Context: an optimization exercise on an open-source flow, tuned for small area. The choices shown serve that exercise and are no tape-out recipe.
Only simulation tests tie the RTL to the original design; equivalence was not proved.

## design/flow/constraint.sdc

```tcl
create_clock -name core_clock -period 14.0 [get_ports {clk}]
set_input_delay 2.8000 -clock core_clock [delete_from_list [all_inputs] [get_ports {clk}]]
set_output_delay 2.8000 -clock core_clock [all_outputs]
set_load 0.01 [all_outputs]
```

## design/flow/run.sh

```bash
#!/bin/bash
# synth_recipe.tcl (not shown) runs the flow's synth.tcl, then flattens the netlist and writes it again
# the make line also repeats each setting of config.mk as NAME=value (left out here)
make -C /OpenROAD-flow-scripts/flow DESIGN_CONFIG=/design/flow/config.mk WORK_HOME=/design/flow/orfs CLKGATE_MAP_FILE= SYNTH_SCRIPT=/design/flow/synth_recipe.tcl finish
```

## design/flow/design.v

```verilog
module mcar_timer (
    input  wire        clk,
    input  wire        rst,         
    input  wire [39:0] cmd,
    input  wire        cmd_valid,
    input  wire        tick,        
    input  wire [7:0]  flag0,       
    input  wire [7:0]  flag1,       
    output wire        busy,
    output reg  [7:0]  result,
    output reg  [7:0]  fault,
    output reg  [5:0]  pin_dir,
    output reg  [5:0]  pin_out,
    output reg  [7:0]  cb_out,
    output reg         cb_strobe
);
    localparam [7:0] OP_CFGNM = 8'h01, OP_DELAY = 8'h02, OP_SETCB = 8'h03,
                     OP_MINIT = 8'h04, OP_CHDIR = 8'h05, OP_SETDC = 8'h06,
                     OP_ROT   = 8'h07, OP_STOP  = 8'h08, OP_UPDSF = 8'h09;
    localparam [7:0] RC_OK = 8'd0, RC_INVALID = 8'd1, RC_RANGE = 8'd2, RC_ABORTED = 8'd3;
    localparam [5:0] PWM_MASK    = 6'b100100;
    localparam [5:0] EN_MASK0    = 6'b000011;
    localparam [5:0] EN_MASK1    = 6'b011000;
    localparam [5:0] FWD_PATTERN = 6'b001001;
    localparam [2:0] CS_STOP = 3'd0, CS_1024 = 3'd5;
    localparam [1:0] S_TEST = 2'd0, S_ON = 2'd1, S_LOW = 2'd2, S_OFF = 2'd3;
    localparam [31:0] MAX_MS    = 32'd2147450;    
    localparam [31:0] TICK16_MS = 32'd125;        
    localparam [31:0] P16       = 32'd4096;       
    reg [2:0]  t_cs;           
    reg [7:0]  t_cnt;          
    reg        t_toie;         
    reg        t_tov;          
    reg        ovf_pend;       
    reg [15:0] ovf_needed;
    reg [15:0] isr_cnt;
    reg [1:0]  tref, mref;
    reg [7:0]  cb;
    reg        mstop;
    reg        dpoll_act;
    reg [15:0] poll_cnt;
    reg        setdc_act;
    reg [6:0]  setdc_pct;
    reg [1:0]  setdc_ph;
    reg        rot_act;
    wire stack_empty = !dpoll_act && !setdc_act && !rot_act;
    assign busy = !stack_empty || (fault != 8'd0);
    wire [7:0] tflag = (tref == 2'd1) ? flag0 : flag1;
    wire [7:0] mflag = (mref == 2'd1) ? flag0 : flag1;
    wire       tflag_up = (tflag != 8'd0);
    wire       mflag_up = (mflag != 8'd0);
    wire [7:0]  op  = cmd[39:32];
    wire [31:0] arg = cmd[31:0];
    reg cmd_reserved;
    always @(*) begin
        case (op)
            OP_CFGNM: cmd_reserved = (arg[31:10] != 22'd0) || (arg[9:8] == 2'd3);
            OP_DELAY: cmd_reserved = 1'b0;
            OP_SETCB: cmd_reserved = (arg[31:8] != 24'd0);
            OP_MINIT: cmd_reserved = (arg[31:2] != 30'd0) || (arg[1:0] == 2'd3);
            OP_CHDIR: cmd_reserved = (arg[31:1] != 31'd0);
            OP_SETDC: cmd_reserved = (arg[31:8] != 24'd0);
            OP_ROT, OP_STOP, OP_UPDSF:
                      cmd_reserved = (arg != 32'd0);
            default:  cmd_reserved = 1'b1;
        endcase
    end
    wire [6:0] on_ms  = setdc_pct / 7'd10;
    wire [6:0] off_ms = 7'd10 - on_ms;
    wire [31:0] plan_ms = stack_empty ? arg :
                          (setdc_ph == S_ON) ? {25'd0, on_ms} : {25'd0, off_ms};
    wire        plan_oor = (plan_ms > MAX_MS);
    wire [31:0] w16 = plan_ms * TICK16_MS;
    wire [31:0] raw_short = (P16 - w16 + 32'd15) / 32'd16;
    wire [31:0] n_long    = (w16 + P16 - 32'd1) / P16;
    wire [31:0] rem_long  = w16 - P16 * (n_long - 32'd1);
    wire [31:0] raw_long  = 32'd256 - (32'd2 * rem_long + 32'd16) / 32'd32;
    reg  [15:0] plan_n;
    reg  [31:0] plan_raw;
    always @(*) begin
        if (w16 < P16) begin
            plan_n   = 16'd1;
            plan_raw = raw_short;
        end else if (w16 == P16) begin
            plan_n   = 16'd1;
            plan_raw = 32'd0;
        end else begin
            plan_n   = n_long[15:0];
            plan_raw = raw_long;
        end
    end
    wire [7:0] plan_p = (plan_raw > 32'd255) ? 8'd255 : plan_raw[7:0];
    reg [2:0]  n_cs;
    reg [7:0]  n_cnt;
    reg        n_toie, n_tov, n_pend;
    reg [15:0] n_ovf_needed, n_isr_cnt;
    reg [1:0]  n_tref, n_mref;
    reg [7:0]  n_cb;
    reg        n_mstop;
    reg [7:0]  n_result, n_fault;
    reg [5:0]  n_pin_dir, n_pin_out;
    reg [7:0]  n_cb_out;
    reg        n_cb_strobe;
    reg        n_dpoll_act, n_setdc_act, n_rot_act;
    reg [15:0] n_poll_cnt;
    reg [6:0]  n_setdc_pct;
    reg [1:0]  n_setdc_ph;
    reg [15:0] cnt_inc;
    reg        raise_fault;
    task do_call_delay(input host_caller);
        begin
            if (plan_oor) begin
                if (host_caller) n_result = RC_RANGE;
            end else if (tref == 2'd0) begin
                raise_fault = 1'b1;
            end else if (tflag_up) begin
                if (host_caller) n_result = RC_ABORTED;
            end else begin
                n_ovf_needed = plan_n;
                n_cnt        = plan_p;
                n_cs         = CS_1024;
                n_dpoll_act  = 1'b1;
                n_poll_cnt   = 16'd0;
            end
        end
    endtask
    always @(*) begin
        n_cs         = t_cs;
        n_cnt        = t_cnt;
        n_toie       = t_toie;
        n_tov        = t_tov;
        n_pend       = ovf_pend;
        n_ovf_needed = ovf_needed;
        n_isr_cnt    = isr_cnt;
        n_tref       = tref;
        n_mref       = mref;
        n_cb         = cb;
        n_mstop      = mstop;
        n_result     = result;
        n_fault      = fault;
        n_pin_dir    = pin_dir;
        n_pin_out    = pin_out;
        n_cb_out     = 8'd0;
        n_cb_strobe  = 1'b0;
        n_dpoll_act  = dpoll_act;
        n_poll_cnt   = poll_cnt;
        n_setdc_act  = setdc_act;
        n_setdc_pct  = setdc_pct;
        n_setdc_ph   = setdc_ph;
        n_rot_act    = rot_act;
        cnt_inc      = 16'd0;
        raise_fault  = 1'b0;
        if (fault != 8'd0) begin
        end else if (ovf_pend) begin
            if (tref == 2'd0) begin
                raise_fault = 1'b1;
            end else begin
                n_pend  = 1'b0;
                cnt_inc = isr_cnt + 16'd1;
                if (cnt_inc >= ovf_needed || tflag_up) begin
                    n_isr_cnt = 16'd0;
                    n_cs      = CS_STOP;
                    if (cb == 8'd1) begin
                        n_mstop = 1'b1;
                    end else if (cb != 8'd0) begin
                        n_cb_out    = cb;
                        n_cb_strobe = 1'b1;
                    end
                end else begin
                    n_isr_cnt = cnt_inc;
                end
            end
        end else begin
            if (stack_empty) begin
                if (cmd_valid) begin
                    if (cmd_reserved) begin
                        n_result = RC_INVALID;
                    end else begin
                        case (op)
                            OP_CFGNM: begin
                                if (arg[7:0] > 8'd1) begin
                                    n_result = RC_INVALID;
                                end else begin
                                    n_toie   = arg[0];
                                    n_tref   = arg[9:8];
                                    n_result = RC_OK;
                                end
                            end
                            OP_DELAY: begin
                                do_call_delay(1'b1);
                            end
                            OP_SETCB: begin
                                if (arg[7:0] == 8'd0) begin
                                    n_result = RC_INVALID;
                                end else begin
                                    n_cb     = arg[7:0];
                                    n_result = RC_OK;
                                end
                            end
                            OP_MINIT: begin
                                n_pin_dir = 6'b111111;
                                n_pin_out = (pin_out & PWM_MASK) | FWD_PATTERN;
                                n_mref    = arg[1:0];
                                n_cb      = 8'd1;
                                n_result  = RC_OK;
                            end
                            OP_CHDIR: begin
                                n_pin_out = pin_out ^ (arg[0] ? EN_MASK1 : EN_MASK0);
                                n_result  = RC_OK;
                            end
                            OP_SETDC: begin
                                if (arg[7:0] > 8'd100) begin
                                    n_result = RC_RANGE;
                                end else begin
                                    n_setdc_act = 1'b1;
                                    n_setdc_pct = arg[6:0];
                                    n_setdc_ph  = S_TEST;
                                end
                            end
                            OP_ROT: begin
                                if (mref == 2'd0) begin
                                    raise_fault = 1'b1;
                                end else if (mflag_up) begin
                                    n_result = RC_ABORTED;
                                end else begin
                                    n_pin_out   = pin_out ^ EN_MASK0;
                                    n_rot_act   = 1'b1;
                                    n_setdc_act = 1'b1;
                                    n_setdc_pct = 7'd50;
                                    n_setdc_ph  = S_TEST;
                                end
                            end
                            OP_STOP: begin
                                n_pin_out = pin_out & ~PWM_MASK;
                                n_mstop   = 1'b0;
                                n_result  = RC_OK;
                            end
                            OP_UPDSF: begin
                                n_mstop  = 1'b1;
                                n_result = RC_OK;
                            end
                            default: ;
                        endcase
                    end
                end
            end else if (dpoll_act) begin
                if (t_tov) begin
                    if (tref == 2'd0) begin
                        raise_fault = 1'b1;
                    end else begin
                        n_tov   = 1'b0;
                        cnt_inc = poll_cnt + 16'd1;
                        if (cnt_inc >= ovf_needed || tflag_up) begin
                            n_cs        = CS_STOP;
                            n_dpoll_act = 1'b0;
                            if (!setdc_act && !rot_act) n_result = RC_OK;
                        end else begin
                            n_poll_cnt = cnt_inc;
                        end
                    end
                end
            end else if (setdc_act) begin
                case (setdc_ph)
                    S_TEST: begin
                        if (mref == 2'd0) begin
                            raise_fault = 1'b1;
                        end else if (!mstop && !mflag_up) begin
                            n_pin_out  = pin_out | PWM_MASK;
                            n_setdc_ph = S_ON;
                        end else begin
                            n_mstop     = 1'b0;
                            n_setdc_act = 1'b0;
                            if (!rot_act) n_result = RC_OK;
                        end
                    end
                    S_ON: begin
                        n_setdc_ph = S_LOW;
                        do_call_delay(1'b0);
                    end
                    S_LOW: begin
                        n_pin_out  = pin_out & ~PWM_MASK;
                        n_setdc_ph = S_OFF;
                    end
                    default: begin  
                        n_setdc_ph = S_TEST;
                        do_call_delay(1'b0);
                    end
                endcase
            end else begin
                n_pin_out = pin_out ^ EN_MASK0;
                n_rot_act = 1'b0;
                n_result  = RC_OK;
            end
            if (!raise_fault && tick && n_cs != CS_STOP) begin
                if (n_cnt == 8'd255) begin
                    n_tov = 1'b1;
                    if (n_toie) n_pend = 1'b1;
                end
                n_cnt = n_cnt + 8'd1;
            end
        end
        if (raise_fault) begin
            n_cs         = t_cs;
            n_cnt        = t_cnt;
            n_toie       = t_toie;
            n_tov        = t_tov;
            n_pend       = ovf_pend;
            n_ovf_needed = ovf_needed;
            n_isr_cnt    = isr_cnt;
            n_tref       = tref;
            n_mref       = mref;
            n_cb         = cb;
            n_mstop      = mstop;
            n_result     = result;
            n_pin_dir    = pin_dir;
            n_pin_out    = pin_out;
            n_cb_out     = 8'd0;
            n_cb_strobe  = 1'b0;
            n_dpoll_act  = dpoll_act;
            n_poll_cnt   = poll_cnt;
            n_setdc_act  = setdc_act;
            n_setdc_pct  = setdc_pct;
            n_setdc_ph   = setdc_ph;
            n_rot_act    = rot_act;
            n_fault      = 8'd1;       
        end
    end
    always @(posedge clk) begin
        if (rst) begin
            t_cs       <= CS_STOP;
            t_cnt      <= 8'd0;
            t_toie     <= 1'b0;
            t_tov      <= 1'b0;
            ovf_pend   <= 1'b0;
            ovf_needed <= 16'd0;
            isr_cnt    <= 16'd0;
            tref       <= 2'd0;
            mref       <= 2'd0;
            cb         <= 8'd0;
            mstop      <= 1'b0;
            result     <= 8'd0;
            fault      <= 8'd0;
            pin_dir    <= 6'd0;
            pin_out    <= 6'd0;
            cb_out     <= 8'd0;
            cb_strobe  <= 1'b0;
            dpoll_act  <= 1'b0;
            poll_cnt   <= 16'd0;
            setdc_act  <= 1'b0;
            setdc_pct  <= 7'd0;
            setdc_ph   <= S_TEST;
            rot_act    <= 1'b0;
        end else begin
            t_cs       <= n_cs;
            t_cnt      <= n_cnt;
            t_toie     <= n_toie;
            t_tov      <= n_tov;
            ovf_pend   <= n_pend;
            ovf_needed <= n_ovf_needed;
            isr_cnt    <= n_isr_cnt;
            tref       <= n_tref;
            mref       <= n_mref;
            cb         <= n_cb;
            mstop      <= n_mstop;
            result     <= n_result;
            fault      <= n_fault;
            pin_dir    <= n_pin_dir;
            pin_out    <= n_pin_out;
            cb_out     <= n_cb_out;
            cb_strobe  <= n_cb_strobe;
            dpoll_act  <= n_dpoll_act;
            poll_cnt   <= n_poll_cnt;
            setdc_act  <= n_setdc_act;
            setdc_pct  <= n_setdc_pct;
            setdc_ph   <= n_setdc_ph;
            rot_act    <= n_rot_act;
        end
    end
endmodule
```

## design/flow/config.mk

```make
export PLATFORM = sky130hd
export DESIGN_NAME = mcar_timer
export DESIGN_NICKNAME = mcar_timer
export VERILOG_FILES = /design/flow/design.v
export SDC_FILE = /design/flow/constraint.sdc
export NUM_CORES = 4
export LEC_CHECK = 0
export CAP_MARGIN = 20
export CORE_MARGIN = 2
export CORE_UTILIZATION = 40
export SLEW_MARGIN = 20
```

==> summary.txt <==
==> synthesized netlist by cell type, types with 6 or more instances <==
cell      instances  share of area [%]
fa_1            104                 13
or4_1            21               0.99
mux2i_1          20                1.3
nand2b_1         18               0.71
nand3_1          66                2.1
ha_1            144                 11
nor4_1           38                1.5
nor2_1          189                4.5
o21ai_0          83                2.6
o211ai_1         26                1.2
a211oi_1         45                2.1
or2_2            17               0.67
nand4_1          34                1.3
xor2_1           39                2.2
a31oi_1          24               0.95
and3_1           30                1.2
buf_2            15               0.47
o32ai_1           6               0.33
nor3_1           49                1.5
o21a_1           10               0.47
dfxtp_1         104                 13
o31ai_1          12               0.57
clkbuf_1         65                1.5
nor2b_1          17               0.67
nand3b_1         16               0.76
nor3b_1           8               0.38
a211o_1          12               0.66
a22oi_1          14               0.66
a21oi_1         141                4.4
o21ai_1           9               0.28
xnor2_1          83                4.6
a21o_1           28                1.3
or3_1            18               0.71
a311oi_1          7               0.39
and2_1           30                1.2
o22ai_1          13               0.51
nand2_1         152                3.6
inv_1           160                3.8
buf_4            19               0.90
o21bai_1          9               0.43
==> worst max-delay path by stage <==
stage	slack (ps)	endpoint	depth (start not counted)
final	500	t_tov	43
after global placement	1	t_tov	42
after CTS	170	t_tov	42
after floorplan	690	t_tov	46
after detailed placement	-180	t_tov	43
after global routing	-80	t_tov	47
==> critical path: cells and delay by family <==
family	cells	cell delay, ps
AO/OA/AOI/OAI	16	3220
XOR/XNOR	2	670
adder cells (fa/ha/maj)	9	3490
buffers and inverters	5	960
AND/OR/NAND/NOR	11	2620
==> metal layers <==
layer  wire length (microns)  part of all wire, %  track usage, %  up-vias
met1                   21300                   47            30.1     7300
met2                   22100                   48            38.8      349
met3                    1820                  4.0            1.33       40
met5                       0                    0               0        -
li1                        -                    -               -     7454
met4                     575                  1.3            3.86        0
==> placed cells by master (no fill, tap or decap), types with 18 or more instances in the layout <==
| cell type | n |
|---|---|
| nor4_1 | 35 |
| nand2b_1 | 18 |
| xor2_1 | 38 |
| nor2_1 | 187 |
| a31oi_1 | 24 |
| mux2i_1 | 20 |
| ha_1 | 141 |
| o21ai_0 | 82 |
| nand4_1 | 34 |
| o211ai_1 | 26 |
| or3_1 | 18 |
| nor3_1 | 44 |
| xnor2_1 | 81 |
| a21oi_1 | 139 |
| and3_1 | 30 |
| fa_1 | 104 |
| nand3_1 | 66 |
| or4_1 | 21 |
| dfxtp_1 | 104 |
| a211oi_1 | 44 |
| buf_4 | 63 |
| nand2_1 | 151 |
| and2_1 | 30 |
| inv_1 | 157 |
| clkdlybuf4s50_1 | 83 |
| a21o_1 | 28 |
==> sequential cells by signal (all words and copies together), names as in the netlist, 2 cells and up <==
signal / flops
isr_cnt: 16
ovf_needed: 16
poll_cnt: 16
cb: 8
cb_out: 8
t_cnt: 8
setdc_pct: 6
pin_out: 5
t_cs: 3
mref: 2
result: 2
setdc_ph: 2
tref: 2
==> final cells by class <==
type                       instances  area, sq um
fill                            3939        21100
multi-input combinational       1681        12900
sequential                       104         2080
timing repair buffer             147         1310
tap                              518          648
inverter                         166          623
clock buffer                      11          243
clock inverter                     4         28.8
==> what timing repair did <==
action / CTS / global route
setup buffers: 0 / 2
gates resized for setup: 0 / 27
endpoints found under the setup margin: 0 / 9
==> metrics by stage <==
stage / setup TNS (ps) / utilization, % / instance area [sq um]
after floorplan: 0 / - / 15900
after global placement: 0 / 44.7 / 17400
after detailed placement: -178 / 44.7 / 17400
after CTS: 0 / 45.4 / 17700
after global routing: -95.2 / 45.7 / 17800
final: 0 / 45.7 / 17800
==> logic make-up (layout without fill, tap and decap cells) <==
| group | Yosys count | count (layout) | synth area share, % |
|---|---|---|---|
| and+or+nand+nor | 742 | 742 | 24.1 |
| adders and majority gates | 249 | 249 | 24.5 |
| other | 1 | 13 | 0.0236 |
| buffers and inverters | 272 | 328 | 7.01 |
| xor gates and xnor gates | 125 | 125 | 7.11 |
| muxes | 20 | 20 | 1.26 |
| DFF | 104 | 104 | 13.1 |
| AOI/OAI and AO/OA | 532 | 532 | 22.9 |
==> summary.txt <==
- Hold Buf Count CTS: 0
- Final Slew Violations: 0
- Startpoint types: primary input
- Die Y: 203 microns
- Synth unique cells: 98
- DR vias: 15.1k
- Crit-path max FO: 9
- Worst relative slew slack: 31.2%
- Synth Register Bits: 104
- Avg Inst Size Synth: 7.77 sq um
- Post-synth EDFFs: 0
- Area grow syn2layout: 12.1%
- HPWL Detailed: 37100 microns
- Final critical-path required period: 13500 ps
- FF-to-FF setup slack: 1530 ps
- FMAX: about 74 MHz
- N_diodes: 0
- Slowest-stage cell, CP: fa_1
- Drc violations: 0
- Cell area after synthesis: around 16000 sq um
- Hold Crit Class: reg -> reg
- DRT iter0 DRCs: 1118
- Gr ovfl total: 0
- Setup violators final: 0
- Initial Util: 40.8%
- Hold Path End: t_cs[1]
- Hold_sp: t_cs[1]
- Clock Sinks: 104
- Final std cells w/o fill: approximately 2.6k
- Routed WL: 45800 microns
- Post-place setup slack: -178 ps
- Crit path kind: in -> reg
- Via density per instance: 5.76
- Die width: 203 microns
- Final worst slack: 500 ps
- Clock-pin slew on the worst setup and hold paths: about 70 ps
- WP data required: 14280 ps
- Largest net degree at the start of global routing: 95
- WL/cell: 17.4 microns
- CP endpoint kind: flop
- First-pass GRT wire length: 75600 microns
- Std cell rows: 72
- Vias in the first global route: 14.5k
- Clk Latency, worst-skew pair: 350 ps
- Initial antenna violation count: 0
- CTS root buf: clkbuf_16
- Placer Congestion: 0.954
- Hold Fails Final Rpt: 0
- Dpl cells: 2614
- First drt pass iteration count: 5
- FF-to-FF path depth: 52
- Final setup skew: 7.62 ps
- R2r startpoint: setdc_pct[6]
- Longest Clk Path Bufs: 2
- Port buffer count: 84
- Most used flip-flop cell after synthesis: dfxtp_1
- Number of cells on the worst hold path: 2
- Hold_ws: 431 ps
- Reg-to-Reg End: t_tov
- IO Count: 98
- Core Box Area: 38900 sq um
- Die area: just over 40000 sq um
- Max-Cap Viols: 0
- CTS tree: yes
- CP startpoint: cmd[5]
- Post-synthesis sequential area ratio: between 10% and 20%
- Antenna Violating Nets Remaining: 0
- H-tree lvl count: 3
- Async set or reset register ratio after synthesis: 0%
- Crit path DAT: 13780 ps
- Total CTS buffers: 9
- Status: finished clean
- CP max stage delay: 560 ps
- GRT Total Usage: 22.1%
- Final period util: 96.4%
- Worst slew pin tran: 1030 ps
- Layout Nets: 2417
- Gate Count Post-Synth: between 2k and 2.5k
- Layout cells sized above 1: 7.71%
- Yosys warnings: 1

[static timing again, ports no longer ideal]
How much do the figures lean on ideal ports? The routed layout below was timed once more, with nothing changed but the port constraints.
Step 1 (the two cells are an assumption about what drives the block):
set clk [get_ports {clk}]
set_driving_cell -lib_cell sky130_fd_sc_hd__clkbuf_16 $clk
set_driving_cell -lib_cell sky130_fd_sc_hd__buf_2 [delete_from_list [all_inputs] $clk]
Step 2, shift: input delay + t, output delay - t, t = (earliest + latest rising clock arrival at the registers) / 2. This alone moves slack from input paths to output paths.
Slacks: no drivers / after step 1 / after step 2; pairs: no drivers / after step 1.
t, ns: 0.391
slack for setup (ns): 0.500 / 0.521 / 0.130
hold slack, ns: 0.431 / 0.431 / 0.431
worst setup path at the end: input to register
After both steps this run still meets setup and hold. The setup slack of this run moves by +0.021 ns with the drivers and by -0.370 ns with both steps.
